Source: an optimization exercise on an open RTL-to-GDS flow (aim: small area, a short achievable clock period and few clock cycles per item). Production flows keep margins and buffers that such runs may drop.
Function was checked by simulation only, so behaviour that the tests miss may differ from the original.
Power figures rest on the tool's default switching activity, not on a simulated workload. The flow treats the clock pin as an ideal source, which a real chip does not have.

==> design.v <==
module modbus_rx (
    input  wire       clk,
    input  wire       rst,         
    input  wire       in_valid,
    output wire       in_ready,
    input  wire [7:0] in_data,
    output wire       out_valid,
    input  wire       out_ready,
    output wire [7:0] out_data,
    output wire       out_last
);
    localparam integer L  = 261;       
    localparam integer DA = L - 1;     
    localparam integer TA = DA - 1;    
    localparam integer J  = 16;        
    localparam integer Q  = 10;        
    localparam [1:0] T_OK  = 2'd0;
    localparam [1:0] T_FC  = 2'd1;
    localparam [1:0] T_CRC = 2'd2;
    localparam [8:0] LM1 = L - 1;
    localparam [8:0] LM2 = L - 2;
    reg  [8*L-1:0] ring;
    wire     [7:0] ring_in;
    always @(posedge clk)
        ring <= {ring[8*(L-1)-1:0], ring_in};
    localparam [2:0] P_F0 = 3'd0, P_F1 = 3'd1, P_BC = 3'd2, P_DT = 3'd3,
                     P_CL = 3'd4, P_CH = 3'd5;
    reg        in_rdy;
    reg  [8:0] lw;                 
    reg        lw0;                
    reg        lwl;                
    reg  [2:0] ext;                
    reg  [2:0] pst;                
    reg  [7:0] dc;                 
    reg [15:0] crc;
    reg        lo_mm;              
    reg        fc_ok;
    reg  [8:0] le;                 
    reg        le0, le1;           
    reg        win;                
    assign in_ready = in_rdy;
    wire acc    = in_valid & in_rdy;
    wire ext_wr = (ext != 3'd0) && lw0 && !le1;
    wire [7:0] ext_byte = ext[0] ? crc[7:0] : crc[15:8];    
    assign ring_in = acc ? in_data : ext_wr ? ext_byte : ring[8*L-1 -: 8];
    reg [15:0] crc_next;
    integer i;
    always @* begin
        crc_next = ((pst == P_F0) ? 16'hFFFF : crc) ^ {8'h00, in_data};
        for (i = 0; i < 8; i = i + 1)
            crc_next = crc_next[0] ? ((crc_next >> 1) ^ 16'hA001) : (crc_next >> 1);
    end
    wire last_in  = acc && (pst == P_CH);
    wire crc_bad  = lo_mm || (in_data != crc[15:8]);
    wire ext_set  = last_in && crc_bad;
    wire [1:0] push_type = crc_bad ? T_CRC : (fc_ok ? T_OK : T_FC);
    reg  [1:0] q_mem [0:Q-1];
    reg  [3:0] q_wp, q_rp;
    reg        q_ne;               
    reg        q_full;             
    wire [1:0] q_head = q_mem[q_rp];
    localparam [2:0] E_H0 = 3'd0, E_J0 = 3'd1, E_J1 = 3'd2, E_J2 = 3'd3,
                     E_J3 = 3'd4, E_BD = 3'd5;
    reg  [2:0] est;
    reg  [1:0] etype;
    reg  [8:0] er;                 
    reg        eodd;
    reg  [7:0] ad;                 
    reg        b_emit, b_last, b_end, b_crcz, b_rhi;
    reg  [7:0] ta;
    integer k;
    always @* begin
        ta = ring[8*TA +: 8];
        for (k = 1; k < J; k = k + 1)
            if (le[3:0] == k) ta = ring[8*((TA + k) % L) +: 8];
    end
    wire e_ok  = (etype == T_OK);
    wire e_crc = (etype == T_CRC);
    reg       e_emit, e_last;
    reg [7:0] e_byte;
    always @* begin
        e_emit = 1'b0; e_last = 1'b0; e_byte = 8'h00;
        case (est)
            E_H0: begin e_emit = 1'b1; e_byte = {7'd0, q_head != T_OK}; end
            E_J0: begin e_emit = 1'b1;
                        e_byte = e_ok ? ta : e_crc ? 8'h03 : 8'h04; end
            E_J1: begin e_emit = 1'b1;
                        e_byte = e_ok ? ta : e_crc ? 8'h04 : 8'h00;
                        e_last = !e_ok && !e_crc; end
            E_J2: begin e_emit = e_ok; end
            E_J3: begin e_emit = e_ok; e_byte = {1'b0, ad[7:1]};
                        e_last = (ad[7:1] == 7'd0); end
            default: begin
                e_emit = b_emit;
                e_byte = b_rhi ? ta : ad;
                e_last = b_last;
            end
        endcase
    end
    function [4:0] bflags(input [8:0] x, input ok, input crc, input odd);
        begin
            bflags[4] = ok ? (x > {8'd0, odd}) : crc ? (x <= 9'd4) : 1'b0;      
            bflags[3] = ok ? (odd ? (x == 9'd2) : (x == 9'd1)) : (x == 9'd1);   
            bflags[2] = (x == 9'd1);                                              
            bflags[1] = crc && (x <= 9'd5);                                       
            bflags[0] = crc && (x == 9'd4);                                       
        end
    endfunction
    wire [8:0] bc_ext = {1'b0, ad} + (e_crc ? 9'd4 : 9'd0);
    wire       at_j3  = (est == E_J3);
    wire [8:0] er_n   = at_j3 ? bc_ext : er - 9'd1;
    wire       odd_n  = at_j3 ? ad[0] : eodd;
    wire [4:0] bf_n   = bflags(er_n, e_ok, e_crc, odd_n);
    reg       v0, l0;
    reg [7:0] d0;
    assign out_valid = v0;
    assign out_data  = d0;
    assign out_last  = l0;
    wire blk   = b_crcz && (est == E_BD) && (ext != 3'd0) && !q_ne;
    wire e_can = win && !blk && ((est != E_H0) || q_ne);
    wire load  = !v0 || out_ready;
    wire adv   = e_can && (!e_emit || load);
    wire q_pop = adv && (est == E_H0);
    reg        q_push;             
    reg  [1:0] q_type;
    wire       wr      = acc || ext_wr;
    wire       lw_keep = lw0 && wr;
    wire       lw0_n   = lw_keep || lwl;
    wire       ext0_n  = !ext_set && ((ext == 3'd0) || (ext == 3'd1 && ext_wr));
    wire       le1_n   = adv ? le1 : le0;
    wire [8:0] le_inc  = lwrap(le);
    wire       pst_ch_n = acc ? (pst == P_CL) : (pst == P_CH);
    wire       q_room_n = !pst_ch_n || !q_full;
    wire [3:0] q_wp_inc = (q_wp == Q - 1) ? 4'd0 : q_wp + 4'd1;
    wire [3:0] q_rp_inc = (q_rp == Q - 1) ? 4'd0 : q_rp + 4'd1;
    function [8:0] lwrap(input [8:0] x);
        lwrap = (x == LM1) ? 9'd0 : x + 9'd1;
    endfunction
    always @(posedge clk) begin
        if (rst) begin
            in_rdy <= 1'b1;
            lw     <= 9'd0;
            lw0    <= 1'b1;
            lwl    <= 1'b0;
            ext    <= 3'd0;
            pst    <= P_F0;
            q_wp   <= 4'd0;
            q_rp   <= 4'd0;
            q_ne   <= 1'b0;
            q_full <= 1'b0;
            q_push <= 1'b0;
            est    <= E_H0;
            le     <= 9'd2;
            le0    <= 1'b0;
            le1    <= 1'b0;
            win    <= 1'b1;
            v0     <= 1'b0;
        end else begin
            in_rdy <= lw0_n && ext0_n && !le1_n && q_room_n;
            q_push <= last_in;
            lw  <= lw_keep ? 9'd0 : lwrap(lw);
            lw0 <= lw0_n;
            lwl <= !lw_keep && (lw == LM2);
            ext <= ext_set ? 3'd4 : ext_wr ? ext - 3'd1 : ext;
            if (q_push) q_wp <= q_wp_inc;
            if (q_pop)  q_rp <= q_rp_inc;
            case ({q_push, q_pop})
                2'b10: begin q_ne <= 1'b1; q_full <= (q_wp_inc == q_rp); end
                2'b01: begin q_ne <= (q_rp_inc != q_wp); q_full <= 1'b0; end
                default: ;
            endcase
            if (acc) begin
                case (pst)
                    P_F0: pst <= P_F1;
                    P_F1: pst <= P_BC;
                    P_BC: pst <= (in_data == 8'd0) ? P_CL : P_DT;
                    P_DT: if (dc == 8'd1) pst <= P_CL;
                    P_CL: pst <= P_CH;
                    default: pst <= P_F0;
                endcase
            end
            if (adv) begin
                case (est)
                    E_H0: est <= E_J0;
                    E_J0: est <= E_J1;
                    E_J1: est <= E_J2;
                    E_J2: est <= E_J3;
                    E_J3: est <= (bc_ext == 9'd0) ? E_H0 : E_BD;
                    default: if (b_end) est <= E_H0;
                endcase
            end else begin
                le  <= le_inc;
                le0 <= (le == LM1);
                le1 <= le0;
                win <= (le_inc < J);
            end
            if (load) v0 <= e_can && e_emit;
        end
        if (acc) begin
            if (pst != P_CL && pst != P_CH) crc <= crc_next;
            if (pst == P_F1) fc_ok <= (in_data == 8'h03) || (in_data == 8'h04);
            if (pst == P_BC) dc <= in_data;
            if (pst == P_DT) dc <= dc - 8'd1;
            if (pst == P_CL) lo_mm <= (in_data != crc[7:0]);
        end
        q_type <= push_type;
        if (q_push) q_mem[q_wp] <= q_type;
        if (adv) begin
            if (!(est == E_BD && b_rhi)) ad <= ta;
            if (est == E_H0) etype <= q_head;
            if (at_j3 || est == E_BD) begin
                er   <= er_n;
                eodd <= odd_n;
                {b_emit, b_last, b_end, b_crcz, b_rhi} <= bf_n;
            end
        end
        if (rst) begin
            d0 <= 8'h00;
            l0 <= 1'b0;
        end else if (load) begin
            d0 <= e_byte;
            l0 <= e_last;
        end
    end
endmodule
==> flow/run.sh <==
#!/bin/bash
# Own layout flow: the standard ORFS flow (standard.sh), with
#  - clock tree synthesis with larger sink clusters and no dummy loads.
# The SDC, the clock period and every other setting are left as they are.
set -euo pipefail
export CTS_ARGS="-sink_clustering_enable -repair_clock_nets -sink_clustering_size 30 -sink_clustering_max_diameter 80 -dont_use_dummy_load"
bash standard.sh finish SETUP_SLACK_MARGIN=6.9 > standard.log 2>&1
==> standard.sh <==
#!/bin/bash
# synth_recipe.tcl (not shown) runs the flow's synth.tcl, then flattens the netlist and writes it again
# the make line also repeats each setting of config.mk as NAME=value (left out here)
make -C /OpenROAD-flow-scripts/flow DESIGN_CONFIG=/design/flow/config.mk WORK_HOME=/design/flow/orfs CLKGATE_MAP_FILE= SYNTH_SCRIPT=/design/flow/synth_recipe.tcl "${@:-finish}"
==> config.mk <==
export PLATFORM = sky130hd
export DESIGN_NAME = modbus_rx
export DESIGN_NICKNAME = modbus_rx
export VERILOG_FILES = /design/flow/design.v
export SDC_FILE = /design/flow/constraint.sdc
export NUM_CORES = 4
export LEC_CHECK = 0
export ABC_AREA = 1
export CAP_MARGIN = 20
export CORE_MARGIN = 2
export CORE_UTILIZATION = 40
export SLEW_MARGIN = 20
==> constraint.sdc <==
create_clock -name core_clock -period 10.0 [get_ports {clk}]
set_input_delay 2.0000 -clock core_clock [delete_from_list [all_inputs] [get_ports {clk}]]
set_output_delay 2.0000 -clock core_clock [all_outputs]
set_load 0.01 [all_outputs]
==> results by group, run 1 <==
Status
  • Outcome: finished clean

GRT
  • Vias in the first global route: 19300
  • Initial antenna violation count: 2
  • Gr usage total: 9.40%
  • Pin count of the biggest net entering global routing: 31
  • First-pass GRT wire length: 99700 um
  • Grt total ovfl: 0

STA
  • Clk_skew: 0.0653 ns
  • Post-Route Setup TNS: 0 ns
  • Least-Margin Pin Slew: 1.12 ns
  • RSZ-0062 raised after global routing: true
  • Tmin final: 3.19 ns
  • FMAX: 313 MHz
  • Relative slew margins: 24.7%
  • Fin. Hold Viols: 0
  • Final Setup Violations: 0
  • Fin. max-slew vios: 0
  • Fin crit share: 31.9%

Floorplan
  • Num rows: 130
  • Starting density of the core: 40.2%
  • Die X: 359 um
  • Core Box Area: 125000 um2
  • Die Y: 359 um
  • Die footprint: 129000 um2
  • I/O pins: 23

Finish
  • Nets@finish: 3421
  • Number of diodes: 0
  • Share of cells above drive strength 1: 6.43%
  • Area delta synth->final: 9.45%
  • Fin cells: 5041

Critical path
  • CP max FO: 2
  • Slowest CP cell: dfxtp_4
  • Worst Setup Start Kind: flop
  • Crit-path max cell delay: 0.42 ns
  • CP arrival: 1.19 ns
  • Crit. End Element: output pin
  • Critical-path cell list: buf_6
  • Critical Path RT: 8.00 ns
  • Worst Path Buf+Inv: 1
  • Crit-path leading delay family: flip-flops
  • WS Path Type: flop to output pin

Synthesis
  • Post-synth top area cell: dfxtp_1
  • Post-synthesis cell count: 3296
  • Post-Synthesis Cell Area: 50300 um2
  • Synth Warn #: 1
  • Most area-consuming cells after synthesis: dfxtp_1, edfxtp_1, nand2_1
  • Sequential share of the synthesized area: 89.7%
  • Post-synth EDFFs: 71
  • Most frequent cell after synthesis: dfxtp_1
  • Synthesis-stage register bit count: 2219
  • Synth cell types: 53
  • Leading cell types by count after synthesis: dfxtp_1, nand2_1, inv_1
  • Syn_area_per_cell: 15.3 um2
  • Post-synth top area share: 85.4%
  • Most used DFF post-synth: dfxtp_1
  • Post-synthesis async set-or-reset flop share: 0%
  • Net Count, Synth: 3324

Flow run
  • MaxCap Viol Count: 0

Clock tree
  • CTS tree: yes
  • Clock transition at path regs: 0.10 ns
  • Clock Path Buffers: 3
  • Sink Count: 2219
  • CTS Hold Bufs: 0
  • Clock buffer count from CTS: 89
  • Worst skew pair latency: 0.67 ns
  • Max H-tree Level: 3
  • Clk root buf: clkbuf_16

Power and ir drop
  • Sequential power share: 65.9%
  • Gate power share: 8.1%
  • Sw frac: 23.1%
  • Clock network fraction of total power: 26.1%
  • Internal power: 11.7 mW
  • PwrDens: 277 nW/um2
  • Worst vdd ir: 0.153 mV
  • Leak: 21.9 nW
  • Switching component of the power: 3.53 mW
  • Total power: 15.3 mW

Drt
  • First DRT Iteration DRCs: 1191
  • Remaining DRCs: 0
  • DR vias/cell: 4.00
  • Routed vias: 20200
  • Antenna Violating Nets Remaining: 0
  • Routed wire length: 60300 um
  • Average wire per standard cell: 12.0 um
  • First-pass DRT Iterations: 5

Worst hold path
  • Hold Crit Class: flop to flop

Placement
  • IO buf count: 22
  • Dpl cells: 4932
  • Routability cong.: 0.784
  • DP HPWL: 33700 um
## repair_timing
item,in CTS,in global routing
pin swaps,11,10
setup buffers,11,7
cloned,1,1
endpoints found under the hold margin,0,0
gates resized for setup,129,25
setup endpoints to repair,115,39
## worst reg2reg max path: stages (launching register included)
cell and delay (ns):
edfxtp_1 0.51, nor2_2 0.28, ha_1 0.23, ha_1 0.19, nand3_1 0.14, xor2_1 0.18
inv_1 0.10, o21ai_0 0.13, nor4_2 0.39, nand3_1 0.20, o21ai_1 0.16, nand2_1 0.06
## per-layer routing
layer	vias to the layer above	GRT usage, %	routed length [um]
met1	9403	14.6	33500
met5	-	0	21
met3	122	2.64	3080
met2	229	12.3	21800
met4	4	3.26	1850
li1	10400	-	-
## registers in the layout (all words and copies together), names as in the netlist, 2 cells and up, named ones only
register / flops
q_type: 2
le: 9
er: 9
dc: 8
lw: 9
q_mem: 20
ext: 3
q_rp: 4
crc: 16
est: 3
d0: 8
ring: 2088
ad: 8
q_wp: 4
pst: 3
etype: 2
## cell type report
| type | instances | area (um2) |
|---|---|---|
| clock buffers | 89 | 2230 |
| inverters | 173 | 658 |
| well taps | 1650 | 2060 |
| multi-input cells | 869 | 4630 |
| fillers | 11100 | 70200 |
| flip-flops and latches | 2219 | 45200 |
| repair buffers | 41 | 349 |
## worst paths after layout
kind	from	end	slack, ns	cells after the start
worst max-delay path	v0$_SDFFE_PP0P_	out_valid	6.81	1
worst min-delay path	ring[162]$_DFF_P_	ring[170]$_DFF_P_	0.25	0
worst max register to register	etype[0]$_DFFE_PP_	b_emit$_DFFE_PP_	7.17	11
worst min register to register	ring[162]$_DFF_P_	ring[170]$_DFF_P_	0.25	0
## logic make-up (layout without fill, tap and decap cells)
group,Yosys count,after routing,synth area share (%)
compound gates,217,217,2.46
mux,7,7,0.164
flops,2219,2219,89.7
simple gates,583,585,4.89
fa+ha+maj,16,16,0.398
buf+inv,210,303,1.62
xor+xnor,44,44,0.796
## cells in the final DEF, fill, tap and decap left out, types with 9 or more instances in the layout
cell,n
a21oi_1,77
buf_4,19
buf_6,11
clkbuf_16,89
dfxtp_1,2136
dfxtp_2,9
edfxtp_1,71
ha_1,14
inv_1,164
nand2_1,303
nand3_1,74
nor2_1,121
nor3_1,25
o211ai_1,24
o21ai_0,68
or2_2,17
xor2_1,25
## power by group through the flow
stage / Sequential, mW / Combinational, mW / Clock (mW)
6_report: 10.1 / 1.23 / 3.98
5_1_grt: 10.1 / 1.40 / 4.46
4_1_cts: 10.1 / 1.19 / 4.16
3_5_place_dp: 10.2 / 1.15 / 0
3_3_place_gp: 10.2 / 1.13 / 0
2_1_floorplan: 10.1 / 0.873 / 0
## metrics by stage
step           util [%]  setup WS (ns)  hold WS (ns)  area (um2)
2_1_floorplan         -           6.41         0.310       50400
3_3_place_gp       41.9           5.19         0.311       52500
3_5_place_dp       41.9           5.17         0.312       52500
4_1_cts            43.9           6.74         0.252       54900
5_1_grt            44.0           6.74         0.253       55100
6_report           44.0           6.81         0.252       55100
Testbench counts, summed over its fixed seeds: cycles 26,816, frames 320.
==> run 2: changes to the inputs <==
==> flow/run.sh (replaced) <==
#!/bin/bash
# Own layout flow: the standard ORFS flow (standard.sh), with
#  - clock tree synthesis with larger sink clusters and no dummy loads.
# The SDC, the clock period and every other setting are left as they are.
set -euo pipefail
export CTS_ARGS="-sink_clustering_enable -repair_clock_nets -sink_clustering_size 24 -sink_clustering_max_diameter 60 -dont_use_dummy_load"
bash standard.sh finish SETUP_SLACK_MARGIN=6.9 > standard.log 2>&1
==> run 2 against run 1 <==
  * Core utilization grew 0.62 points
  * Fmax shrank 0.66%
  * First-iteration DRC count shrank 1.8%
  * Register-to-register slack lost 0.12 ns
  * Critical path depth is the same
  * Area after synthesis is the same
  * Final area grew 1.4%
  * Critical path type unchanged
==> results by group, run 2 <==
Status
  • Outcome: finished clean

Floorplan
  • Core Box Area: 125000 um2
  • Die footprint: 129000 um2
  • Starting density of the core: 40.2%
  • Die X: 359 um
  • Die Y: 359 um
  • I/O pins: 23
  • Num rows: 130

Synthesis
  • Leading cell types by count after synthesis: dfxtp_1, nand2_1, inv_1
  • Most used DFF post-synth: dfxtp_1
  • Most frequent cell after synthesis: dfxtp_1
  • Post-Synthesis Cell Area: 50300 um2
  • Synth Warn #: 1
  • Synthesis-stage register bit count: 2219
  • Post-synthesis async set-or-reset flop share: 0%
  • Net Count, Synth: 3324
  • Sequential share of the synthesized area: 89.7%
  • Post-synthesis cell count: 3296
  • Post-synth top area cell: dfxtp_1
  • Post-synth top area share: 85.4%
  • Most area-consuming cells after synthesis: dfxtp_1, edfxtp_1, nand2_1
  • Syn_area_per_cell: 15.3 um2
  • Synth cell types: 53
  • Post-synth EDFFs: 71

Clock tree
  • Worst skew pair latency: 0.71 ns
  • CTS Hold Bufs: 0
  • Clock Path Buffers: 3
  • Sink Count: 2219
  • Max H-tree Level: 3
  • Clk root buf: clkbuf_16
  • Clock transition at path regs: 0.09 ns
  • Clock buffer count from CTS: 120
  • CTS tree: yes

Placement
  • Routability cong.: 0.784
  • IO buf count: 22
  • Dpl cells: 4932
  • Placed instance area: 52500 um2
  • DP HPWL: 33700 um

Finish
  • Share of cells above drive strength 1: 7.33%
  • Nets@finish: 3453
  • Area delta synth->final: 11.0%
  • Fillers: 11000
  • Post-route design area: 55900 um2
  • Max FFs per register: 2088
  • Registers with the most flip-flops: ring: 2088 flops, q_mem: 20 flops, crc: 16 flops
  • Number of diodes: 0
  • Most common cell after layout, fill and taps aside: dfxtp_1
  • Biggest register: ring
  • Fin cells: 5073
  • Most frequent cells in the layout: dfxtp_1, nand2_1, inv_1, nor2_1, clkbuf_16
  • Post-layout util: 44.6%

Drt
  • Routed wire length: 60900 um
  • Average wire per standard cell: 12.0 um
  • Met2 Wirelength: 22200 um
  • First DRT Iteration DRCs: 1169
  • Routed vias: 20400
  • Met3 wirelength from detailed routing: 3520 um
  • Top Metal Used: met5
  • M1 WL: 33200 um
  • DR vias/cell: 4.03
  • First-pass DRT Iterations: 6
  • Remaining DRCs: 0
  • Antenna Violating Nets Remaining: 0

Power and ir drop
  • PwrDens: 285 nW/um2
  • Worst vdd ir: 0.194 mV
  • Total power: 15.9 mW
  • Leak: 22.3 nW

Critical path
  • Crit-path max cell delay: 0.41 ns
  • Critical-path cell list: buf_6
  • Critical Path RT: 8.00 ns
  • WS Path Type: flop to output pin
  • Slowest CP cell: dfxtp_4
  • CP max FO: 2
  • CP arrival: 1.22 ns
  • Worst Setup Start Kind: flop
  • Worst Path Buf+Inv: 1
  • Crit. End Element: output pin
  • Crit-path leading delay family: flip-flops

Worst hold path
  • Hold Crit Class: flop to flop

STA
  • Least-Margin Pin Slew: 1.13 ns
  • Final Setup Violations: 0
  • Clk_skew: 0.0566 ns
  • FMAX: 311 MHz
  • Post-Route Setup TNS: 0 ns
  • Tmin final: 3.22 ns
  • Fin. max-slew vios: 0
  • Fin. Hold Viols: 0
  • RSZ-0062 raised after global routing: true
  • Relative slew margins: 24.1%
  • Fin crit share: 32.2%

GRT
  • Gr usage total: 9.54%
  • First-pass GRT wire length: 101000 um
  • Grt total ovfl: 0
  • Initial antenna violation count: 3
  • Pin count of the biggest net entering global routing: 29
  • Vias in the first global route: 19700

Flow run
  • MaxCap Viol Count: 0
## run 2: cells by family (layout without fill, tap and decap cells)
logic type      after synthesis  after routing  synth area share, %
flops                      2219           2219                 89.7
simple gates                583            585                 4.89
compound gates              217            217                 2.46
buf+inv                     210            335                 1.62
xor+xnor                     44             44                0.796
fa+ha+maj                    16             16                0.398
mux                           7              7                0.164
## run 2: per-layer routing
metal	up-vias	global-route usage, %
met1	9505	14.6
li1	10500	-
met2	292	12.4
met5	-	0
met3	138	3.00
met4	4	3.48
## run 2: path summary, 6_finish.rpt
path                       startpoint                 to  slack, ns  cells after the start
setup / recovery      v0$_SDFFE_PP0P_          out_valid       6.78                      1
hold / removal      ring[117]$_DFF_P_  ring[125]$_DFF_P_       0.28                      0
setup reg to reg  est[2]$_SDFFE_PP0P_    er[0]$_DFFE_PP_       7.05                      7
hold reg to reg     ring[117]$_DFF_P_  ring[125]$_DFF_P_       0.28                      0
## run 2: layout make-up
cell class	instances	area (um2)	share of cell area, %
tap	1650	2060	3.70
sequential	2219	45200	80.8
timing repair buffer	42	357	0.638
clock buffer	120	3000	5.38
multi-input combinational	869	4620	8.28
inverter	173	658	1.18
## run 2: timing repair
item                                    CTS  global route
cloned                                    1             1
pin swaps                                11            11
resized for setup                       128            27
endpoints found under the setup margin  114            59
buffers inserted                         11             8
## run 2: report_power, final
part	switching (mW)	leakage (nW)	internal, mW
Sequential	0.365	18.1	9.69
Combinational	0.794	2.74	0.441
Clock	2.49	1.48	2.12
Total	3.64	22.3	12.3
## run 2: stage by stage
stage | setup WS (ns) | hold slack (ns)
3_3_place_gp | 5.19 | 0.311
3_5_place_dp | 5.17 | 0.312
4_1_cts | 6.72 | 0.284
5_1_grt | 6.72 | 0.289
2_1_floorplan | 6.41 | 0.310
6_report | 6.78 | 0.281
==> run 3: changes to the inputs <==
==> flow/run.sh (replaced) <==
#!/bin/bash
# Own layout flow: the standard ORFS flow (standard.sh), with
#  - clock tree synthesis with larger sink clusters and no dummy loads.
# The SDC, the clock period and every other setting are left as they are.
set -euo pipefail
export CTS_ARGS="-sink_clustering_enable -repair_clock_nets -sink_clustering_size 30 -sink_clustering_max_diameter 80 -dont_use_dummy_load -balance_levels"
bash standard.sh finish SETUP_SLACK_MARGIN=6.9 > standard.log 2>&1
==> run 3 against run 2 <==
  * Largest cell class unchanged
  * Critical path type unchanged
  * Count of clock-buffer cells in the layout fell by 31
  * Core utilization fell by 0.62 points
  * Still clean
  * Total power fell by 4.0%
  * Non-clock buffer count fell by 1
  * Highest routed layer unchanged
  * Sequential power barely moved
  * Via count fell by 1.2%
  * Largest power group unchanged
  * Fmax rose by 0.67%
  * Final area fell by 1.4%
==> results by group, run 3 <==
STA
  • Fin. Hold Viols: 0
  • Least-Margin Pin Slew: 1.12 ns
  • Final Setup Violations: 0
  • RSZ-0062 raised after global routing: true
  • Post-Route Setup TNS: 0 ns
  • Fin. max-slew vios: 0
  • Tmin final: 3.19 ns
  • Relative slew margins: 24.7%
  • Fin crit share: 31.9%
  • Clk_skew: 0.0653 ns
  • FMAX: 313 MHz

Critical path
  • Worst Setup Start Kind: flop
  • Worst Path Buf+Inv: 1
  • Slowest CP cell: dfxtp_4
  • Critical-path cell list: buf_6
  • WS Path Type: flop to output pin
  • Crit-path leading delay family: flip-flops
  • Crit. End Element: output pin
  • CP max FO: 2
  • Reg2reg setup slack: 7.17 ns
  • CP arrival: 1.19 ns
  • Critical Path RT: 8.00 ns
  • Crit-path max cell delay: 0.42 ns

GRT
  • Gr usage total: 9.40%
  • First-pass GRT wire length: 99700 um
  • Vias in the first global route: 19300
  • Pin count of the biggest net entering global routing: 31
  • Grt total ovfl: 0
  • Initial antenna violation count: 2

Placement
  • DP HPWL: 33700 um
  • Routability cong.: 0.784
  • Dpl cells: 4932
  • IO buf count: 22

Drt
  • Remaining DRCs: 0
  • Average wire per standard cell: 12.0 um
  • DR vias/cell: 4.00
  • First DRT Iteration DRCs: 1191
  • Routed wire length: 60300 um
  • Routed vias: 20200
  • Antenna Violating Nets Remaining: 0
  • First-pass DRT Iterations: 5

Synthesis
  • Post-synthesis cell count: 3296
  • Most used DFF post-synth: dfxtp_1
  • Most frequent cell after synthesis: dfxtp_1
  • Post-synth EDFFs: 71
  • Sequential share of the synthesized area: 89.7%
  • Post-synthesis async set-or-reset flop share: 0%
  • Leading cell types by count after synthesis: dfxtp_1, nand2_1, inv_1
  • Synth Warn #: 1
  • Synth cell types: 53
  • Net Count, Synth: 3324
  • Post-Synthesis Cell Area: 50300 um2
  • Most area-consuming cells after synthesis: dfxtp_1, edfxtp_1, nand2_1
  • Syn_area_per_cell: 15.3 um2
  • Synthesis-stage register bit count: 2219
  • Post-synth top area share: 85.4%
  • Post-synth top area cell: dfxtp_1

Finish
  • Registers with the most flip-flops: ring: 2088 flops, q_mem: 20 flops, crc: 16 flops
  • Share of cells above drive strength 1: 6.43%
  • Nets@finish: 3421
  • Most frequent cells in the layout: dfxtp_1, nand2_1, inv_1, nor2_1, clkbuf_16
  • Number of diodes: 0
  • Fin cells: 5041
  • Post-layout util: 44.0%
  • Area delta synth->final: 9.45%
  • Max FFs per register: 2088
  • Most common cell after layout, fill and taps aside: dfxtp_1
  • Biggest register: ring

Power and ir drop
  • Switching component of the power: 3.53 mW
  • Total power: 15.3 mW
  • Sequential power share: 65.9%
  • Sw frac: 23.1%
  • Internal power: 11.7 mW
  • Worst vdd ir: 0.153 mV
  • PwrDens: 277 nW/um2
  • Gate power share: 8.1%
  • Leak: 21.9 nW
  • Clock network fraction of total power: 26.1%

Floorplan
  • Core Box Area: 125000 um2
  • I/O pins: 23
  • Die Y: 359 um
  • Num rows: 130
  • Die footprint: 129000 um2
  • Die X: 359 um
  • Starting density of the core: 40.2%

Clock tree
  • Clk root buf: clkbuf_16
  • Worst skew pair latency: 0.67 ns
  • Clock transition at path regs: 0.10 ns
  • Max H-tree Level: 3
  • Clock Path Buffers: 3
  • Sink Count: 2219
  • Clock buffer count from CTS: 89
  • CTS tree: yes

Status
  • Outcome: finished clean

Worst hold path
  • Hold Crit Class: flop to flop

Flow run
  • MaxCap Viol Count: 0
==> run 3: cell types whose count changed in the layout (fill, tap and decap cells not counted), sizes merged <==
cell    before  now
clkbuf     123   92
buf         34   33
==> run 3: path summary, 6_finish.rpt <==
path,end,cells past startpoint,start
worst max register to register,b_emit$_DFFE_PP_,11,etype[0]$_DFFE_PP_
worst min register to register,ring[170]$_DFF_P_,0,ring[162]$_DFF_P_
worst min-delay path,ring[170]$_DFF_P_,0,ring[162]$_DFF_P_
worst max-delay path,out_valid,1,v0$_SDFFE_PP0P_
==> run 3: logic make-up (layout without fill, tap and decap cells) <==
group	Yosys count	count (layout)	synth area share, %
compound gates	217	217	2.46
xor+xnor	44	44	0.796
fa+ha+maj	16	16	0.398
buf+inv	210	303	1.62
flops	2219	2219	89.7
mux	7	7	0.164
simple gates	583	585	4.89
==> run 3: layer usage <==
layer  wire length (um)  share of wire, %  up-vias  track usage, %
met3               3080               5.1      122            2.64
met4               1850               3.1        4            3.26
met1              33500                56     9403            14.6
met2              21800                36      229            12.3
met5                 21             0.035        -               0
li1                   -                 -    10400               -
==> run 3: what timing repair did <==
| action | in CTS | in global routing |
|---|---|---|
| hold buffers | 0 | 0 |
| gates resized for setup | 129 | 25 |
| endpoints found under the hold margin | 0 | 0 |
| setup endpoints to repair | 115 | 39 |
| cloned | 1 | 1 |
| setup buffers | 11 | 7 |
| pin swaps | 11 | 10 |
==> run 3: power by group through the flow <==
stage	clock [mW]	sequential (mW)	combinational [mW]
CTS	4.16	10.1	1.19
global placement	0	10.2	1.13
global route	4.46	10.1	1.40
finish	3.98	10.1	1.23
floorplan	0	10.1	0.873
detailed placement	0	10.2	1.15
==> run 3: layout make-up <==
| class | count | area (um2) |
|---|---|---|
| flip-flops and latches | 2219 | 45200 |
| well taps | 1650 | 2060 |
| fillers | 11100 | 70200 |
| clock buffers | 89 | 2230 |
| repair buffers | 41 | 349 |
| inverters | 173 | 658 |
| multi-input cells | 869 | 4630 |
==> run 3: metrics by stage <==
stage                     worst slack (ns)  cell area [um2]  hold WS [ns]
after global placement                5.19            52500         0.311
after CTS                             6.74            54900         0.252
after floorplan                       6.41            50400         0.310
after global routing                  6.74            55100         0.253
after detailed placement              5.17            52500         0.312
final                                 6.81            55100         0.252
==> run 4: changes to the inputs <==
==> flow/run.sh (replaced) <==
#!/bin/bash
# Own layout flow: the standard ORFS flow (standard.sh), with
#  - clock tree synthesis with larger sink clusters and no dummy loads.
# The SDC, the clock period and every other setting are left as they are.
set -euo pipefail
export CTS_ARGS="-sink_clustering_enable -repair_clock_nets -sink_clustering_size 20 -sink_clustering_max_diameter 60 -root_buf sky130_fd_sc_hd__clkbuf_16 -tree_buf sky130_fd_sc_hd__clkbuf_16 -sink_clustering_buffer sky130_fd_sc_hd__clkbuf_8 -dont_use_dummy_load"
bash standard.sh finish SETUP_SLACK_MARGIN=6.9 > standard.log 2>&1
==> run 4 against run 3 <==
  * Synthesized cell count unchanged
  * Worst setup slack worse by 0.049 ns
  * Clock power down 4%
  * Die area unchanged
  * Final cell count up 1.1%
  * Via count up 1.7%
  * Clock skew up 0.0014 ns
  * Critical endpoint unchanged
==> results by group, run 4 <==
Worst hold path
  • Hold path depth: 0
  • Hold Crit Class: flop to flop

Critical path
  • Crit-path max cell delay: 0.42 ns
  • CP max FO: 2
  • Slowest CP cell: dfxtp_4
  • Critical-path cell list: buf_6
  • Crit path depth: 1
  • Crit-path leading delay family: flip-flops
  • Crit. End Element: output pin
  • R2R cell count: 6
  • Worst Path Buf+Inv: 1
  • Worst Setup Start Kind: flop
  • WS Path Type: flop to output pin
  • CP arrival: 1.24 ns
  • Critical Path RT: 8.00 ns

Placement
  • IO buf count: 22
  • Routability cong.: 0.784
  • DP HPWL: 33700 um
  • Pre-CTS WS: 5.17 ns

STA
  • Fin crit share: 32.4%
  • Fin. max-slew vios: 0
  • Least-Margin Pin Slew: 1.14 ns
  • Clk_skew: 0.0667 ns
  • Fin. Hold Viols: 0
  • Final Setup Violations: 0
  • Setup ws final: 6.76 ns
  • Tmin final: 3.24 ns
  • WHS: 0.263 ns
  • FMAX: 308 MHz
  • RSZ-0062 raised after global routing: true
  • Relative slew margins: 23.8%
  • Post-Route Setup TNS: 0 ns

Drt
  • Average wire per standard cell: 12.0 um
  • First DRT Iteration DRCs: 1124
  • DR vias/cell: 4.03
  • Routed wire length: 61200 um
  • Antenna Violating Nets Remaining: 0
  • First-pass DRT Iterations: 5
  • Routed vias: 20500
  • Remaining DRCs: 0

GRT
  • Initial antenna violation count: 3
  • Vias in the first global route: 19900
  • First-pass GRT wire length: 102000 um
  • Grt total ovfl: 0
  • Pin count of the biggest net entering global routing: 29
  • Gr usage total: 9.70%

Synthesis
  • Post-Synthesis Cell Area: 50300 um2
  • Leading cell types by count after synthesis: dfxtp_1, nand2_1, inv_1
  • Most area-consuming cells after synthesis: dfxtp_1, edfxtp_1, nand2_1
  • Most frequent cell after synthesis: dfxtp_1
  • Most used DFF post-synth: dfxtp_1
  • Post-synth top area cell: dfxtp_1
  • Synth cell types: 53
  • Net Count, Synth: 3324
  • Syn_area_per_cell: 15.3 um2
  • Post-synth EDFFs: 71
  • Post-synth top area share: 85.4%
  • Post-synthesis cell count: 3296
  • Sequential share of the synthesized area: 89.7%
  • Synthesis-stage register bit count: 2219
  • Post-synthesis async set-or-reset flop share: 0%
  • Synth Warn #: 1

Clock tree
  • Clock transition at path regs: 0.10 ns
  • CTS tree: yes
  • Worst skew pair latency: 0.71 ns
  • Sink Count: 2219
  • Max H-tree Level: 4
  • Clk root buf: clkbuf_16
  • Clock buffer count from CTS: 142
  • CTS Hold Bufs: 0
  • Clock Path Buffers: 3

Finish
  • Area delta synth->final: 9.26%
  • Registers with the most flip-flops: ring: 2088 flops, q_mem: 20 flops, crc: 16 flops
  • Number of diodes: 0
  • Nets@finish: 3474
  • Share of cells above drive strength 1: 7.84%
  • Most frequent cells in the layout: dfxtp_1, nand2_1, inv_1, clkbuf_8, nor2_1
  • Biggest register: ring
  • Most common cell after layout, fill and taps aside: dfxtp_1
  • Post-layout util: 43.9%
  • Max FFs per register: 2088

Power and ir drop
  • Worst vdd ir: 0.169 mV
  • PwrDens: 275 nW/um2
  • Leak: 21.9 nW

Floorplan
  • Starting density of the core: 40.2%
  • Core Box Area: 125000 um2
  • Die Y: 359 um
  • I/O pins: 23
  • Die footprint: 129000 um2
  • Die X: 359 um
  • Num rows: 130

Flow run
  • MaxCap Viol Count: 0

Status
  • Outcome: finished clean
run 4: changes by cell type in the layout (fill, tap and decap cells not counted), sizes merged:
cell | previous run | this run
clkbuf | 92 | 145
run 4: worst paths after layout:
check                                         start            endpoint  slack (ns)
worst max-delay path                v0$_SDFFE_PP0P_           out_valid        6.76
worst min-delay path             ring[1415]$_DFF_P_  ring[1423]$_DFF_P_        0.26
worst max register to register  est[2]$_SDFFE_PP0P_     er[0]$_DFFE_PP_        7.12
worst min register to register   ring[1415]$_DFF_P_  ring[1423]$_DFF_P_        0.26
run 4: where the power goes:
part	switching, mW	internal (mW)
sequential	0.366	9.69
clock	2.41	1.44
combinational	0.788	0.437
run 4: final cells by class:
type                       instances  area, um2
fill                           11100      70300
multi-input combinational        869       4610
inverter                         173        658
tap                             1650       2060
clock buffer                     142       2150
timing repair buffer              41        349
sequential                      2219      45200
run 4: per-stage QoR:
| stage | std cells | total power, mW | cell area, um2 |
|---|---|---|---|
| 6_report | 5094 | 15.1 | 55000 |
| 5_1_grt | 5094 | 15.9 | 55000 |
| 4_1_cts | 5085 | 15.3 | 54900 |
| 3_5_place_dp | 4932 | 11.4 | 52500 |
| 3_3_place_gp | 4932 | 11.4 | 52500 |
| 2_1_floorplan | 3296 | 10.9 | 50400 |
run 4: cell families after synthesis:
logic type      count (synthesis)  share of synthesized area [%]
xor+xnor                       44                          0.796
buf+inv                       210                           1.62
flops                        2219                           89.7
compound gates                217                           2.46
simple gates                  583                           4.89
fa+ha+maj                      16                          0.398
mux                             7                          0.164
run 4: repair_timing:
| item | in CTS | in global routing |
|---|---|---|
| cloned | 1 | 1 |
| buffers inserted | 10 | 8 |
| pin swaps | 11 | 11 |
| resized for setup | 128 | 24 |
| endpoints found under the hold margin | 0 | 0 |
| setup endpoints to repair | 114 | 35 |
run 4: layer usage:
metal,up-vias,global-route usage (%),share of wire (%),wire length [um]
met5,-,0,0.036,22
met4,4,4.25,3.0,1860
met3,142,3.13,5.9,3590
met2,299,12.4,36,22300
met1,9554,14.7,55,33400
li1,10500,-,-,-
==> run 5: changes to the inputs <==
--- a/design.v
+++ b/design.v
@@ -11,5 +11,5 @@
 );
     localparam integer L  = 261;       
-    localparam integer DA = L - 1;     
+    localparam integer DA = L - 4;     
     localparam integer TA = DA - 1;    
     localparam integer J  = 16;        
@@ -37,9 +37,9 @@
     reg        fc_ok;
     reg  [8:0] le;                 
-    reg        le0, le1;           
+    reg        le3, le4;           
     reg        win;                
     assign in_ready = in_rdy;
     wire acc    = in_valid & in_rdy;
-    wire ext_wr = (ext != 3'd0) && lw0 && !le1;
+    wire ext_wr = (ext != 3'd0) && lw0 && !le4;
     wire [7:0] ext_byte = ext[0] ? crc[7:0] : crc[15:8];    
     assign ring_in = acc ? in_data : ext_wr ? ext_byte : ring[8*L-1 -: 8];
@@ -128,5 +128,5 @@
     wire       lw0_n   = lw_keep || lwl;
     wire       ext0_n  = !ext_set && ((ext == 3'd0) || (ext == 3'd1 && ext_wr));
-    wire       le1_n   = adv ? le1 : le0;
+    wire       le4_n   = adv ? le4 : le3;
     wire [8:0] le_inc  = lwrap(le);
     wire       pst_ch_n = acc ? (pst == P_CL) : (pst == P_CH);
@@ -151,11 +151,11 @@
             q_push <= 1'b0;
             est    <= E_H0;
-            le     <= 9'd2;
-            le0    <= 1'b0;
-            le1    <= 1'b0;
+            le     <= (9'd1 - DA[8:0]) + L[8:0];    
+            le3    <= 1'b0;
+            le4    <= 1'b0;
             win    <= 1'b1;
             v0     <= 1'b0;
         end else begin
-            in_rdy <= lw0_n && ext0_n && !le1_n && q_room_n;
+            in_rdy <= lw0_n && ext0_n && !le4_n && q_room_n;
             q_push <= last_in;
             lw  <= lw_keep ? 9'd0 : lwrap(lw);
@@ -191,6 +191,6 @@
             end else begin
                 le  <= le_inc;
-                le0 <= (le == LM1);
-                le1 <= le0;
+                le3 <= (le == 9'd2);
+                le4 <= le3;
                 win <= (le_inc < J);
             end
==> flow/run.sh (replaced) <==
#!/bin/bash
# Own layout flow: the standard ORFS flow (standard.sh), with
#  - clock tree synthesis with larger sink clusters and no dummy loads.
# The SDC, the clock period and every other setting are left as they are.
set -euo pipefail
export CTS_ARGS="-sink_clustering_enable -repair_clock_nets -sink_clustering_size 30 -sink_clustering_max_diameter 80 -dont_use_dummy_load"
bash standard.sh finish SETUP_SLACK_MARGIN=6.8 > standard.log 2>&1
==> run 5 against run 4 <==
  * Still clean
  * Count of clock-buffer cells in the layout fell by 56
  * Final cell count fell by 1.9%
  * Final area fell by 0.27%
  * Register-to-register slack got worse by 0.05 ns
  * Critical path depth did not move
  * Critical path type unchanged
==> results by group, run 5 <==
Critical path
  • Crit-path max cell delay: 0.38 ns
  • CP max FO: 2
  • Critical Path RT: 8.00 ns
  • CP arrival: 1.17 ns
  • Worst Setup Start Kind: flop
  • Critical-path cell list: buf_6
  • Crit. End Element: output pin
  • WS Path Type: flop to output pin
  • Slowest CP cell: dfxtp_4
  • Crit-path leading delay family: flip-flops
  • Worst Path Buf+Inv: 1

Drt
  • Antenna Violating Nets Remaining: 0
  • First-pass DRT Iterations: 5
  • DR vias/cell: 4.04
  • Routed vias: 20200
  • Routed wire length: 59200 um
  • First DRT Iteration DRCs: 1272
  • Average wire per standard cell: 11.8 um
  • Remaining DRCs: 0

Power and ir drop
  • Leak: 21.7 nW
  • PwrDens: 276 nW/um2
  • Worst vdd ir: 0.125 mV

Synthesis
  • Post-synth top area cell: dfxtp_1
  • Post-synth top area share: 85.5%
  • Post-Synthesis Cell Area: 50300 um2
  • Post-synthesis cell count: 3260
  • Most used DFF post-synth: dfxtp_1
  • Post-synth EDFFs: 71
  • Synthesis-stage register bit count: 2219
  • Sequential share of the synthesized area: 89.8%
  • Net Count, Synth: 3288
  • Synth cell types: 54
  • Post-synthesis async set-or-reset flop share: 0%
  • Leading cell types by count after synthesis: dfxtp_1, nand2_1, inv_1
  • Most frequent cell after synthesis: dfxtp_1
  • Most area-consuming cells after synthesis: dfxtp_1, edfxtp_1, nand2_1
  • Syn_area_per_cell: 15.4 um2
  • Synth Warn #: 1

STA
  • Final Setup Violations: 0
  • Clk_skew: 0.0651 ns
  • Post-Route Setup TNS: 0 ns
  • Least-Margin Pin Slew: 0.951 ns
  • Setup ws final: 6.83 ns
  • RSZ-0062 raised after global routing: true
  • Fin crit share: 31.7%
  • Relative slew margins: 36.6%
  • Fin. Hold Viols: 0
  • FMAX: 316 MHz
  • Tmin final: 3.17 ns
  • Fin. max-slew vios: 0

Placement
  • Pre-CTS WS: 5.14 ns
  • DP HPWL: 32400 um
  • IO buf count: 22
  • Routability cong.: 0.813

GRT
  • Initial antenna violation count: 7
  • Vias in the first global route: 19500
  • Grt total ovfl: 0
  • Pin count of the biggest net entering global routing: 31
  • First-pass GRT wire length: 99900 um
  • Gr usage total: 9.36%

Finish
  • Biggest register: ring
  • Most common cell after layout, fill and taps aside: dfxtp_1
  • Most frequent cells in the layout: dfxtp_1, nand2_1, inv_1, nor2_1, nand3_1
  • Share of cells above drive strength 1: 6.13%
  • Nets@finish: 3376
  • Max FFs per register: 2088
  • Registers with the most flip-flops: ring: 2088 flops, q_mem: 20 flops, crc: 16 flops
  • Post-layout util: 43.8%
  • Area delta synth->final: 9.07%

Clock tree
  • CTS Hold Bufs: 0
  • Worst skew pair latency: 0.66 ns
  • Clock transition at path regs: 0.11 ns
  • Clock buffer count from CTS: 86
  • Clock Path Buffers: 3
  • Clk root buf: clkbuf_16
  • CTS tree: yes
  • Sink Count: 2219
  • Max H-tree Level: 3

Flow run
  • MaxCap Viol Count: 0

Floorplan
  • Starting density of the core: 40.1%
  • I/O pins: 23
  • Die Y: 359 um
  • Die footprint: 129000 um2
  • Die X: 359 um
  • Num rows: 130
  • Core Box Area: 125000 um2

Worst hold path
  • Hold Crit Class: flop to flop

Status
  • Outcome: finished clean
[run 5: changes by cell type after synthesis, moves of 5 or more]
| cell | change |
|---|---|
| o21ai_0 | +16 |
| o21ai_1 | -5 |
| xor2_1 | -7 |
| or2_2 | +5 |
| nand3_1 | +16 |
| inv_1 | -21 |
| nand2_1 | -40 |
[run 5: path summary, 6_finish.rpt]
| path | start | end | slack (ns) | cells past startpoint |
|---|---|---|---|---|
| worst max-delay path | d0[7]$_SDFFE_PP0P_ | out_data[7] | 6.83 | 1 |
| worst min-delay path | ring[312]$_DFF_P_ | ring[320]$_DFF_P_ | 0.28 | 0 |
| worst max register to register | ext[0]$_SDFFE_PP0P_ | est[1]$_SDFFE_PP0P_ | 7.07 | 12 |
| worst min register to register | ring[312]$_DFF_P_ | ring[320]$_DFF_P_ | 0.28 | 0 |
[run 5: kinds of logic after synthesis]
| group | synth area share [%] |
|---|---|
| buffers and inverters | 1.50 |
| multiplexers | 0.164 |
| adder cells (fa/ha/maj) | 0.398 |
| flip-flops | 89.8 |
| AO/OA/AOI/OAI | 2.68 |
| AND/OR/NAND/NOR | 4.71 |
| XOR/XNOR | 0.789 |
[run 5: repair_timing]
| action | CTS | global route |
|---|---|---|
| resized for setup | 94 | 21 |
| setup endpoints to repair | 100 | 64 |
| pin swaps | 4 | 13 |
| setup buffers | 3 | 9 |
| gates cloned | 1 | 1 |
[run 5: cell type report]
class / count / area (um2)
diodes: 3 / 7.51
clock buffers: 86 / 2150
fillers: 11000 / 70400
inverters: 154 / 587
multi-input cells: 851 / 4590
flip-flops and latches: 2219 / 45200
well taps: 1650 / 2060
repair buffers: 36 / 290
[run 5: power by group]
group          leakage [nW]  total [mW]  switching (mW)  internal, mW
Sequential             18.1        10.0           0.318          9.69
Combinational          2.60        1.21           0.778         0.436
Clock                  1.06        3.91            2.36          1.55
Total                  21.7        15.1            3.46          11.7
[run 5: per-stage QoR]
stage / area, um2 / std cells / power [mW] / hold slack, ns
finish: 54800 / 4999 / 15.1 / 0.278
global route: 54800 / 4998 / 15.9 / 0.280
CTS: 54700 / 4986 / 15.3 / 0.278
detailed placement: 52500 / 4896 / 11.3 / 0.312
global placement: 52500 / 4896 / 11.3 / 0.310
floorplan: 50400 / 3260 / 11.0 / 0.310
[run 5: routing by layer]
metal	up-vias	track usage [%]	wire length, um
li1	10400	-	-
met1	9468	14.4	32500
met2	254	12.7	22400
met3	108	2.06	2720
met4	2	3.64	1590
met5	-	0	12
Testbench counts of run 5, summed over its fixed seeds: cycles 26,792, frames 320.
==> run 6: changes to the inputs <==
--- a/flow/run.sh
+++ b/flow/run.sh
@@ -5,3 +5,3 @@
 set -euo pipefail
 export CTS_ARGS="-sink_clustering_enable -repair_clock_nets -sink_clustering_size 30 -sink_clustering_max_diameter 80 -dont_use_dummy_load"
-bash standard.sh finish SETUP_SLACK_MARGIN=6.8 > standard.log 2>&1
+bash standard.sh finish SETUP_SLACK_MARGIN=6.9 > standard.log 2>&1
--- a/config.mk
+++ b/config.mk
@@ -9,4 +9,4 @@
 export CAP_MARGIN = 20
 export CORE_MARGIN = 2
-export CORE_UTILIZATION = 40
+export CORE_UTILIZATION = 50
 export SLEW_MARGIN = 20
==> run 6 against run 5 <==
  * Largest cell class unchanged
  * Core utilization increased by 11 points
  * Critical path type unchanged
  * Critical path depth unchanged
  * Total power increased by 1.3%
  * Wire length increased by 8.4%
  * Sequential share of layout area increased by 0.13 points
  * Count of clock-buffer cells in the layout increased by 2
  * Non-clock buffer count increased by 21
  * Fmax about the same
==> results by group, run 6 <==
Power and ir drop
  • PwrDens: 280 nW/um2
  • Worst vdd ir: 0.178 mV
  • Leak: 21.9 nW

Synthesis
  • Post-Synthesis Cell Area: 50300 um2
  • Post-synth top area cell: dfxtp_1
  • Post-synthesis async set-or-reset flop share: 0%
  • Post-synth EDFFs: 71
  • Most used DFF post-synth: dfxtp_1
  • Most area-consuming cells after synthesis: dfxtp_1, edfxtp_1, nand2_1
  • Syn_area_per_cell: 15.4 um2
  • Synth cell types: 54
  • Leading cell types by count after synthesis: dfxtp_1, nand2_1, inv_1
  • Post-synth top area share: 85.5%
  • Synth Warn #: 1
  • Post-synthesis cell count: 3260
  • Synthesis-stage register bit count: 2219
  • Sequential share of the synthesized area: 89.8%
  • Most frequent cell after synthesis: dfxtp_1
  • Net Count, Synth: 3288

Floorplan
  • Die footprint: 103000 um2
  • Die X: 321 um
  • I/O pins: 23
  • Core Box Area: 99900 um2
  • Num rows: 116
  • Die Y: 321 um
  • Starting density of the core: 50.4%

Placement
  • Routability cong.: 0.815
  • IO buf count: 22
  • DP HPWL: 35900 um
  • Placed instance area: 52000 um2

STA
  • Relative slew margins: 24.1%
  • Post-Route Setup TNS: 0 ns
  • Fin. max-slew vios: 0
  • Tmin final: 3.17 ns
  • RSZ-0062 raised after global routing: true
  • Least-Margin Pin Slew: 1.13 ns
  • Fin. Hold Viols: 0
  • Clk_skew: 0.0757 ns
  • FMAX: 316 MHz
  • Fin crit share: 31.7%
  • WHS: 0.255 ns
  • Final Setup Violations: 0

Critical path
  • Critical-path cell list: buf_6
  • Critical Path RT: 8.00 ns
  • CP max FO: 3
  • Crit. End Element: output pin
  • Worst Path Buf+Inv: 1
  • Worst Setup Start Kind: flop
  • WS Path Type: flop to output pin
  • Reg2reg setup slack: 7.19 ns
  • Crit-path max cell delay: 0.40 ns
  • CP arrival: 1.17 ns
  • Crit-path leading delay family: flip-flops
  • Slowest CP cell: dfxtp_4

Drt
  • Average wire per standard cell: 13.8 um
  • First-pass DRT Iterations: 5
  • Routed vias: 20500
  • Remaining DRCs: 0
  • Routed wire length: 64200 um
  • Antenna Violating Nets Remaining: 0
  • DR vias/cell: 4.40
  • First DRT Iteration DRCs: 1204

Clock tree
  • Worst skew pair latency: 0.65 ns
  • CTS tree: yes
  • Max H-tree Level: 3
  • Clk root buf: clkbuf_16
  • Clock buffer count from CTS: 88
  • Clock transition at path regs: 0.10 ns
  • Clock Path Buffers: 3
  • Sink Count: 2219

Status
  • Outcome: finished clean

Finish
  • Post-route design area: 54800 um2
  • Area delta synth->final: 8.90%
  • Post-layout util: 54.8%
  • Share of cells above drive strength 1: 7.18%
  • Biggest register: ring
  • Fillers: 7928
  • Nets@finish: 3400
  • Max FFs per register: 2088
  • Most common cell after layout, fill and taps aside: dfxtp_1
  • Registers with the most flip-flops: ring: 2088 flops, q_mem: 20 flops, crc: 16 flops
  • Most frequent cells in the layout: dfxtp_1, nand2_1, inv_1, nor2_1, nand3_1
  • Number of diodes: 0

GRT
  • Initial antenna violation count: 0
  • First-pass GRT wire length: 106000 um
  • Gr usage total: 12.4%
  • Grt total ovfl: 0
  • Vias in the first global route: 20500
  • Pin count of the biggest net entering global routing: 31

Worst hold path
  • Hold Crit Class: flop to flop

Flow run
  • MaxCap Viol Count: 0
## run 6: worst paths after layout
kind                      startpoint                  to  depth (start not counted)
setup reg to reg  le[0]$_SDFFE_PP1N_  d0[0]$_SDFFE_PP0P_                         24
hold / removal    ring[1977]$_DFF_P_  ring[1985]$_DFF_P_                          0
setup / recovery   in_rdy$_SDFF_PP1_            in_ready                          1
hold reg to reg   ring[1977]$_DFF_P_  ring[1985]$_DFF_P_                          0
## run 6: repair_timing
item | CTS | global route
pin swaps | 14 | 15
buffers inserted | 17 | 17
setup endpoints to repair | 116 | 63
cloned | 1 | 2
gates resized for setup | 127 | 37
hold buffers | 0 | 0
## run 6: cell families (layout without fill, tap and decap cells)
logic type | Yosys count | count (layout) | share of synthesized area, %
flip-flops | 2219 | 2219 | 89.8
AO/OA/AOI/OAI | 232 | 232 | 2.68
multiplexers | 7 | 7 | 0.164
XOR/XNOR | 41 | 41 | 0.789
buffers and inverters | 192 | 300 | 1.50
adder cells (fa/ha/maj) | 16 | 16 | 0.398
AND/OR/NAND/NOR | 553 | 555 | 4.71
## run 6: through the flow
step | total power, mW | std cells | setup slack, ns
4_1_cts | 15.4 | 4649 | 6.74
2_1_floorplan | 11.0 | 3260 | 6.52
3_3_place_gp | 11.4 | 4543 | 5.09
6_report | 15.3 | 4668 | 6.83
3_5_place_dp | 11.4 | 4543 | 4.96
5_1_grt | 16.0 | 4668 | 6.78
## run 6: power breakdown
part / switching (mW) / internal, mW / total [mW] / leakage (nW)
Combinational: 0.849 / 0.502 / 1.35 / 2.73
Clock: 2.36 / 1.58 / 3.94 / 1.08
Sequential: 0.352 / 9.69 / 10.0 / 18.1
## run 6: final cells by class
class	instances	area, um2	area share, %
well taps	1298	1620	2.97
repair buffers	57	503	0.919
repair inverters	1	5.00	0.00914
inverters	154	597	1.09
multi-input cells	851	4670	8.53
flip-flops and latches	2219	45200	82.5
clock buffers	88	2200	4.02
## run 6: metal layers
| layer | global-route usage (%) | vias up | share of wire (%) |
|---|---|---|---|
| li1 | - | 10400 | - |
| met1 | 19.0 | 9681 | 54 |
| met2 | 17.6 | 299 | 40 |
| met3 | 2.49 | 131 | 3.7 |
| met4 | 4.09 | 0 | 2.7 |
| met5 | 0 | - | 0 |
==> run 7: changes to the inputs <==
--- a/config.mk
+++ b/config.mk
@@ -9,4 +9,4 @@
 export CAP_MARGIN = 20
 export CORE_MARGIN = 2
-export CORE_UTILIZATION = 50
+export CORE_UTILIZATION = 58
 export SLEW_MARGIN = 20
==> run 7 against run 6 <==
  * Critical endpoint is now out_data[7]
  * Die area down 14%
  * Area after synthesis stayed put
  * Fmax up 2.5%
  * Wire length shrank 2.9%
  * Final area decreased by 0.44%
  * Core utilization rose by 8.9 points
  * Critical path type unchanged
  * Still clean
  * Non-clock buffer count down 2
  * Final cell count down 3.4%
==> results by group, run 7 <==
Clock tree
  • Sink Count: 2219
  • CTS tree: yes
  • Worst skew pair latency: 0.67 ns
  • Clock buffer count from CTS: 87
  • Max H-tree Level: 3
  • Clock transition at path regs: 0.10 ns
  • Clk root buf: clkbuf_16
  • Clock Path Buffers: 3

GRT
  • Pin count of the biggest net entering global routing: 31
  • Grt total ovfl: 0
  • Initial antenna violation count: 0
  • First-pass GRT wire length: 104000 um
  • Vias in the first global route: 20300
  • Gr usage total: 14.1%

Finish
  • Biggest register: ring
  • Post-route design area: 54500 um2
  • Most frequent cells in the layout: dfxtp_1, nand2_1, inv_1, nor2_1, nand3_1
  • Number of diodes: 0
  • Max FFs per register: 2088
  • Most common cell after layout, fill and taps aside: dfxtp_1
  • Fillers: 6074
  • Registers with the most flip-flops: ring: 2088 flops, q_mem: 20 flops, crc: 16 flops
  • Nets@finish: 3396
  • Share of cells above drive strength 1: 7.04%
  • Area delta synth->final: 8.42%

Drt
  • Routed wire length: 62300 um
  • Remaining DRCs: 0
  • DR vias/cell: 4.52
  • Average wire per standard cell: 13.8 um
  • Routed vias: 20400
  • Top Metal Used: met4
  • First DRT Iteration DRCs: 954
  • Antenna Violating Nets Remaining: 0
  • Met3 wirelength from detailed routing: 2220 um
  • M1 WL: 33900 um
  • First-pass DRT Iterations: 5
  • Met2 Wirelength: 24600 um

Floorplan
  • Die Y: 298 um
  • I/O pins: 23
  • Starting density of the core: 58.8%
  • Core Box Area: 85500 um2
  • Num rows: 107
  • Die footprint: 89100 um2
  • Die X: 298 um

Critical path
  • Worst Path Buf+Inv: 1
  • WS Path Type: flop to output pin
  • Crit-path max cell delay: 0.37 ns
  • CP max FO: 2
  • Critical Path RT: 8.00 ns
  • Worst Setup Start Kind: flop
  • Slowest CP cell: dfxtp_2
  • Critical-path cell list: buf_6
  • Crit. End Element: output pin
  • CP arrival: 1.09 ns
  • Crit-path leading delay family: flip-flops

Synthesis
  • Synth Warn #: 1
  • Post-synth top area share: 85.5%
  • Syn_area_per_cell: 15.4 um2
  • Synth cell types: 54
  • Post-synth top area cell: dfxtp_1
  • Post-Synthesis Cell Area: 50300 um2
  • Net Count, Synth: 3288
  • Most used DFF post-synth: dfxtp_1
  • Post-synthesis cell count: 3260
  • Post-synthesis async set-or-reset flop share: 0%
  • Most frequent cell after synthesis: dfxtp_1
  • Synthesis-stage register bit count: 2219
  • Post-synth EDFFs: 71
  • Leading cell types by count after synthesis: dfxtp_1, nand2_1, inv_1
  • Sequential share of the synthesized area: 89.8%
  • Most area-consuming cells after synthesis: dfxtp_1, edfxtp_1, nand2_1

STA
  • Post-Route Setup TNS: 0 ns
  • Fin crit share: 30.9%
  • FMAX: 323 MHz
  • Final Setup Violations: 0
  • Least-Margin Pin Slew: 0.794 ns
  • Relative slew margins: 46.8%
  • Fin. Hold Viols: 0
  • WHS: 0.253 ns
  • Tmin final: 3.09 ns
  • Clk_skew: 0.0812 ns
  • Fin. max-slew vios: 0
  • RSZ-0062 raised after global routing: true
  • Setup ws final: 6.91 ns

Placement
  • DP HPWL: 34600 um
  • Routability cong.: 0.819
  • Placed instance area: 51800 um2
  • Pre-CTS WS: 5.60 ns
  • IO buf count: 22

Status
  • Outcome: finished clean

Flow run
  • MaxCap Viol Count: 0

Power and ir drop
  • Worst vdd ir: 0.208 mV
  • Leak: 21.8 nW
  • PwrDens: 280 nW/um2

Worst hold path
  • Hold Crit Class: flop to flop
==> run 7: worst reg2reg max path: stages (launching register included) <==
cell and delay, ns:
dfxtp_1 0.43, inv_1 0.20, nand2_2 0.53, nand2_1 0.28
xor2_4 0.25, xor2_2 0.23, xor2_2 0.20, xor2_2 0.22
xnor2_2 0.11, xor2_1 0.18
==> run 7: final timing paths <==
check	startpoint	endpoint	slack, ns	cells after the start
max	d0[7]$_SDFFE_PP0P_	out_data[7]	6.91	1
min	ring[130]$_DFF_P_	ring[138]$_DFF_P_	0.25	0
max reg2reg	pst[2]$_SDFFE_PP0P_	crc[0]$_DFFE_PP_	7.12	9
min reg2reg	ring[130]$_DFF_P_	ring[138]$_DFF_P_	0.25	0
==> run 7: final cells by class <==
cell class	count	area, um2	share of cell area, %
tap	1144	1430	2.63
multi-input combinational	851	4710	8.63
timing repair buffer	55	462	0.847
sequential	2219	45100	82.8
clock buffer	87	2180	3.99
inverter	154	588	1.08
==> run 7: metrics by stage <==
| step | instances | util, % | total power, mW |
|---|---|---|---|
| 2_1_floorplan | 3260 | - | 11.0 |
| 3_3_place_gp | 4390 | 60.6 | 11.4 |
| 3_5_place_dp | 4390 | 60.6 | 11.4 |
| 4_1_cts | 4490 | 63.4 | 15.3 |
| 5_1_grt | 4510 | 63.7 | 16.0 |
| 6_report | 4510 | 63.7 | 15.3 |
==> run 7: logic make-up after synthesis <==
logic type	synth area share [%]
and+or+nand+nor	4.71
adders and majority gates	0.398
AOI/OAI and AO/OA	2.68
DFF	89.8
muxes	0.164
xor gates and xnor gates	0.789
buffers and inverters	1.50
==> run 7: layer usage <==
layer / vias up / track usage [%]
met2: 284 / 19.7
met3: 109 / 2.53
met1: 9586 / 22.4
met5: - / 0
met4: 0 / 4.19
li1: 10400 / -
==> run 7: timing repair <==
item / 4_1_cts / 5_1_grt
endpoints found under the setup margin: 116 / 46
hold endpoints to repair: 0 / 0
gates resized for setup: 104 / 59
gates cloned: 2 / 0
hold buffers: 0 / 0
buffers inserted: 11 / 19
pin swaps: 8 / 16
==> run 7: report_power, final <==
part	leakage, nW	internal, mW	switching [mW]	total (mW)
Sequential	18.1	9.69	0.358	10.0
Clock	1.07	1.57	2.34	3.91
Combinational	2.70	0.498	0.823	1.32
Total	21.8	11.8	3.52	15.3
==> run 8: changes to the inputs <==
--- a/config.mk
+++ b/config.mk
@@ -9,4 +9,4 @@
 export CAP_MARGIN = 20
 export CORE_MARGIN = 2
-export CORE_UTILIZATION = 58
+export CORE_UTILIZATION = 66
 export SLEW_MARGIN = 20
==> run 8 against run 7 <==
  * Total power is 0.38% higher
  * Clock power is 1% higher
  * Sequential cell count stayed put
  * Area after synthesis stayed put
  * Combinational power hardly changed
  * Critical path type unchanged
  * Highest routed layer unchanged
==> results by group, run 8 <==
Synthesis
  • Synth Warn #: 1
  • Most used DFF post-synth: dfxtp_1
  • Most frequent cell after synthesis: dfxtp_1
  • Adder-Cell Fraction of Synth Area: 0.398%
  • Net Count, Synth: 3288
  • Post-synthesis cell count: 3260
  • Post-synth top area share: 85.5%
  • Synthesis-stage register bit count: 2219
  • Synth Area in Compound Gates: 2.68%
  • Post-synth EDFFs: 71
  • Leading cell types by count after synthesis: dfxtp_1, nand2_1, inv_1
  • Synth Area in XOR/XNOR: 0.789%
  • Mux contribution to synthesized area: 0.164%
  • Sequential share of the synthesized area: 89.8%
  • Post-synth top area cell: dfxtp_1
  • Synth cell types: 54
  • Post-Synthesis Cell Area: 50300 um2
  • Most area-consuming cells after synthesis: dfxtp_1, edfxtp_1, nand2_1
  • Largest family of logic cells by synthesized area: simple AND/OR/NAND/NOR gates
  • Syn_area_per_cell: 15.4 um2
  • Post-synthesis async set-or-reset flop share: 0%
  • Simple-Gate Fraction of Synth Area: 4.71%

Drt
  • Remaining DRCs: 0
  • Routed vias: 20800
  • First-pass DRT Iterations: 5
  • Antenna Violating Nets Remaining: 0
  • Average wire per standard cell: 16.9 um
  • First DRT Iteration DRCs: 1362
  • DR vias/cell: 4.79
  • Routed wire length: 73200 um

Finish
  • Registers with the most flip-flops: ring: 2088 flops, q_mem: 20 flops, crc: 16 flops
  • Fillers: 4443
  • Number of diodes: 0
  • Area of the multi-input gates: 4650 um2
  • Nets@finish: 3395
  • Biggest register: ring
  • Max FFs per register: 2088
  • Share of cells above drive strength 1: 7.10%
  • Reg area: 45100 um2
  • Area delta synth->final: 7.88%
  • Post-layout util: 71.7%
  • Most frequent cells in the layout: dfxtp_1, nand2_1, inv_1, nor2_1, nand3_1
  • Most common cell after layout, fill and taps aside: dfxtp_1

STA
  • Post-Route Setup TNS: 0 ns
  • Tmin final: 3.13 ns
  • Final Setup Violations: 0
  • Fin. Hold Viols: 0
  • Fin crit share: 31.3%
  • Relative slew margins: 31.9%
  • Fin. max-slew vios: 0
  • RSZ-0062 raised after global routing: true
  • FMAX: 320 MHz
  • WHS: 0.233 ns
  • Clk_skew: 0.0899 ns
  • Least-Margin Pin Slew: 1.02 ns

Power and ir drop
  • Sw frac: 23.5%
  • Leak: 21.8 nW
  • Gate power share: 8.5%
  • Sequential power share: 65.7%
  • Worst vdd ir: 0.193 mV
  • Internal power: 11.7 mW
  • PwrDens: 283 nW/um2
  • Switching component of the power: 3.61 mW
  • Clock network fraction of total power: 25.8%

Clock tree
  • Clock buffer count from CTS: 86
  • CTS tree: yes
  • Max H-tree Level: 3
  • Clock Path Buffers: 3
  • Clk root buf: clkbuf_16
  • Clock transition at path regs: 0.11 ns
  • CTS Hold Bufs: 0
  • Sink Count: 2219
  • Worst skew pair latency: 0.67 ns

Placement
  • IO buf count: 22
  • Routability cong.: 0.823
  • DP HPWL: 37400 um

Critical path
  • Crit-path leading delay family: flip-flops
  • Critical-path cell list: buf_6
  • Slowest CP cell: dfxtp_2
  • WS Path Type: flop to output pin
  • Worst Path Buf+Inv: 1
  • CP arrival: 1.13 ns
  • Crit. End Element: output pin
  • Critical Path RT: 8.00 ns
  • Worst Setup Start Kind: flop
  • CP max FO: 2
  • Crit-path max cell delay: 0.38 ns

Floorplan
  • Starting density of the core: 66.4%
  • I/O pins: 23
  • Core Box Area: 75700 um2
  • Die X: 280 um
  • Num rows: 101
  • Die footprint: 78400 um2
  • Die Y: 280 um

GRT
  • Pin count of the biggest net entering global routing: 31
  • Gr usage total: 19.2%
  • Grt total ovfl: 0
  • Vias in the first global route: 21900
  • First-pass GRT wire length: 120000 um
  • Initial antenna violation count: 0

Worst hold path
  • Hold Crit Class: flop to flop

Status
  • Outcome: finished clean

Flow run
  • MaxCap Viol Count: 0
run 8: cell counts after synthesis:
Identical to the previous run, type by type.
run 8: cells by family after synthesis:
kind of cell	count (synthesis)
AOI/OAI and AO/OA	232
xor gates and xnor gates	41
adders and majority gates	16
buffers and inverters	192
DFF	2219
muxes	7
and+or+nand+nor	553
run 8: area by class of cell:
cell class              count  area share, %
clock buffers              86           3.97
inverters                 154           1.08
multi-input cells         851           8.58
flip-flops and latches   2219           83.2
well taps                 978           2.26
repair buffers             55          0.879
run 8: stage by stage:
stage / cell area [um2] / setup WS (ns) / std cells / total power, mW
floorplan: 50400 / 6.52 / 3260 / 11.0
global placement: 51600 / 5.64 / 4224 / 11.4
detailed placement: 51600 / 5.60 / 4224 / 11.4
CTS: 54100 / 6.83 / 4328 / 15.4
global route: 54200 / 6.74 / 4343 / 16.0
finish: 54200 / 6.87 / 4343 / 15.3
run 8: what timing repair did:
| item | 4_1_cts | 5_1_grt |
|---|---|---|
| gates cloned | 2 | 0 |
| buffers inserted | 16 | 15 |
| pin swaps | 17 | 20 |
| resized for setup | 118 | 39 |
| endpoints found under the setup margin | 107 | 38 |
run 8: layer usage:
metal  vias to the layer above  part of all wire (%)  track usage (%)
met5                         -                     0                0
met3                       109                   3.2             2.91
met2                       331                    46             30.8
li1                      10400                     -                -
met4                         0                   2.1             4.63
met1                      9960                    48             27.7
run 8: worst paths after layout:
| kind | from | endpoint | slack (ns) | depth (start not counted) |
|---|---|---|---|---|
| max reg2reg | etype[0]$_DFFE_PP_ | b_emit$_DFFE_PP_ | 7.08 | 14 |
| min | ring[2036]$_DFF_P_ | ring[2044]$_DFF_P_ | 0.23 | 0 |
| max | d0[7]$_SDFFE_PP0P_ | out_data[7] | 6.87 | 1 |
| min reg2reg | ring[2036]$_DFF_P_ | ring[2044]$_DFF_P_ | 0.23 | 0 |
run 8: power groups by stage:
stage	sequential [mW]	clock (mW)	combinational (mW)
after detailed placement	10.2	0	1.16
after CTS	10.1	4.07	1.24
after floorplan	10.1	0	0.899
final	10.1	3.96	1.30
after global placement	10.2	0	1.13
after global routing	10.2	4.35	1.45

[afterwards: timing with drivers on the ports]
The flow's constraints put no driver on any port. The routed layouts listed below were extracted and timed again, unchanged, in two steps. Step 1, drivers: a clkbuf_16 drives clk and a buf_2 each remaining input, both assumed. Step 2 also shifts input and output timing later by t, the mid clock arrival at the registers, as if the neighbouring blocks saw the same clock. Three values: no drivers, after step 1, after step 2; two values: the first two.
| run | t, ns | setup slack, ns |
|---|---|---|
| run 1 | 0.707 | 6.805 / 6.739 / 6.186 |
| run 2 | 0.733 | 6.784 / 6.718 / 6.181 |
| run 3 | 0.707 | 6.805 / 6.739 / 6.186 |
| run 4 | 0.738 | 6.757 / 6.691 / 6.172 |
| run 5 | 0.700 | 6.831 / 6.767 / 6.109 |
| run 6 | 0.693 | 6.830 / 6.765 / 6.265 |
| run 7 | 0.689 | 6.908 / 6.847 / 6.254 |
| run 8 | 0.689 | 6.874 / 6.806 / 6.260 |
After both steps setup and hold are still met in every run listed.
